From an optimization exercise on the open Yosys and OpenROAD flow, aimed at small area, a short achievable clock period and few clock cycles per item; shortcuts taken in it are not production practice.
Function was checked by simulation only, so behaviour that the tests miss may differ from the original.
Power and IR drop assume default switching activity.

==> flow/design.v (excerpt) <==
module uartty_core (
    input  wire        clk,
    input  wire        rst,
    input  wire [13:0] cfg_flags,
    input  wire [7:0]  cfg_erase_code,
    input  wire [7:0]  cfg_kill_code,
    input  wire [7:0]  cfg_werase_code,
    input  wire        ev_valid,
    input  wire [2:0]  ev_kind,
    input  wire [7:0]  ev_data,
    output wire        ev_ready,
    output wire        rsp_valid,
    output wire [1:0]  rsp_code,
    output wire [7:0]  rsp_data,
    output wire        rsp_txie,
    output wire        rsp_rd_ready,
    output wire        rsp_tx_full
);
Size: ~4,200 cells after synthesis, about 67 I/O pins.
Settings: LEC_CHECK=0, CAP_MARGIN=20, CORE_MARGIN=2, CORE_UTILIZATION=60, CTS_CLUSTER_DIAMETER=100, CTS_CLUSTER_SIZE=30, PLACE_DENSITY=0.75, SETUP_SLACK_MARGIN=5.0, SLEW_MARGIN=20; clock period 8.0 ns.
run.sh (not shown) runs the stock make flow with config.mk's settings and CLKGATE_MAP_FILE= SYNTH_SCRIPT=/design/flow/synth_recipe.tcl, a recipe that flattens the netlist after the stock synthesis.
The baseline finished clean.
Testbench counts at the start, summed over its fixed seeds: cycles 24,270, events 24,000.
Edit:
- CORE_UTILIZATION: 60 -> 50
- PLACE_DENSITY: 0.75 -> unset
The changed run ran to the end with no violations.
Setup slack gains 190 ps.
Cell area went up by 0.53%.
Final cell count goes up by 6.1%.
Clock-buffer cell count climbs by 8.
Hold slack loses 16 ps.

* * *

v26:
uartty_core, a different RTL version from the one above (not shown whole).
Size in the first run: about 3800 cells after synthesis, ~1700 flip-flops, about 67 I/O pins.
export LEC_CHECK = 0
export CAP_MARGIN = 20
export CORE_MARGIN = 2
export CORE_UTILIZATION = 60
export CTS_CLUSTER_DIAMETER = 100
export CTS_CLUSTER_SIZE = 30
export SETUP_SLACK_MARGIN = 5.0
export SLEW_MARGIN = 20
create_clock -name core_clock -period 8.0 [get_ports {clk}]
Testbench counts of v26, summed over its fixed seeds: cycles 24,270, events 24,000.
Edits applied to the flow inputs when going from v26 to v4:
# v26
export LEC_CHECK = 0
export CAP_MARGIN = 20
export CORE_MARGIN = 2
export CORE_UTILIZATION = 60
export CTS_CLUSTER_DIAMETER = 100
export CTS_CLUSTER_SIZE = 30
export SETUP_SLACK_MARGIN = 5.0
export SLEW_MARGIN = 20
create_clock -name core_clock -period 8.0 [get_ports {clk}]
# v4
export LEC_CHECK = 0
export CAP_MARGIN = 20
export CORE_MARGIN = 2
export CORE_UTILIZATION = 60
export CTS_CLUSTER_DIAMETER = 100
export CTS_CLUSTER_SIZE = 24
export SETUP_SLACK_MARGIN = 5.0
export SLEW_MARGIN = 20
create_clock -name core_clock -period 8.0 [get_ports {clk}]
[summary]
- The total power after layout of v4 is higher than that of v26.
- v4 vs v26, total routed wire length on the met1 layer went up by about 1.4%.
- v4 vs v26: sequential share of layout area down
- Of v4 and v26, v26 shows the lower global-route track usage on met1, with v4 above it.
- Summary — clock share of power, v4 relative to v26: higher, by 1.9 points.
- For the data arrival time of the critical path, v4 came in 0.14 ns lower than v26 did.
- Re slack of the critical path: v4 is 0.021 ns down on v26.
- Going from v26 to v4, relative contribution of combinational cells to total power went down; synthesis-to-finish area growth went up.
- Diff v26..v4 | global-route usage | negligible
- Share of layout cells above drive strength 1 was lower in the run labelled v26.

* * *

Setup of the previous run:
uartty_core with an RTL version that a note above also has.
Size in the first run: about 4,200 cells after synthesis, roughly 1,700 flip-flops, ~0.072 mm2 of cells after synthesis.
==> flow/config.mk <==
export PLATFORM = sky130hd
export DESIGN_NAME = uartty_core
export DESIGN_NICKNAME = uartty_core
export VERILOG_FILES = /design/flow/design.v
export SDC_FILE = /design/flow/constraint.sdc
export NUM_CORES = 4
export LEC_CHECK = 0
export CAP_MARGIN = 20
export CORE_MARGIN = 2
export CORE_UTILIZATION = 70
export CTS_CLUSTER_DIAMETER = 100
export CTS_CLUSTER_SIZE = 30
export SETUP_SLACK_MARGIN = 5.0
export SLEW_MARGIN = 20
==> flow/constraint.sdc <==
create_clock -name core_clock -period 8.0 [get_ports {clk}]
set_input_delay 1.6000 -clock core_clock [delete_from_list [all_inputs] [get_ports {clk}]]
set_output_delay 1.6000 -clock core_clock [all_outputs]
set_load 0.01 [all_outputs]
Testbench counts of the previous run, summed over its fixed seeds: cycles 24,270, events 24,000.
diff inputs: the previous run => the current run
- changing CORE_UTILIZATION from 70 to 60
Taking the previous run as the reference, in the current run non-clock buffer count went up, fraction of standard cell area that is sequential now sits at about the same level, leakage power held.
The sequential power of the previous run and that of the current run are within noise of each other.

-- what the ideal ports hide --
How much do the figures lean on ideal ports? The routed layouts below were timed once more, with nothing changed but the port constraints.
Step 1, drivers: a clkbuf_16 drives clk and a buf_2 each remaining input, both assumed.
Step 2 times the ports against the registers' clock, not the clock port: input delays grow and output delays shrink by t, the midpoint of the rising clock arrivals with the driver on.
Slacks: ideal ports / drivers / drivers and shift; pairs: ideal ports / drivers.
run	shift t [ns]	setup WS [ns]	worst setup path at the end	latest minus earliest clock arrival (ns)	worst register clock-pin slew, ns
the first run of note 1	0.760	4.781 / 4.781 / 4.376	input to register	0.056 / 0.057	0.12 / 0.12
the second run of note 1	0.778	4.967 / 4.967 / 4.326	input to register	0.052 / 0.051	0.12 / 0.12
v26	0.766	5.044 / 4.984 / 4.319	input to register	0.032 / 0.032	0.12 / 0.12
v4	0.776	5.023 / 4.958 / 4.295	input to register	0.031 / 0.031	0.11 / 0.11
the previous run	0.767	4.914 / 4.914 / 4.402	input to register	0.034 / 0.034	0.12 / 0.12
the current run	0.764	4.979 / 4.979 / 4.420	input to register	0.035 / 0.035	0.12 / 0.12
After both steps every run listed still meets setup and hold. For v4, which loses most, drivers alone change the setup slack by -0.065 ns; drivers and shift together by -0.728 ns.
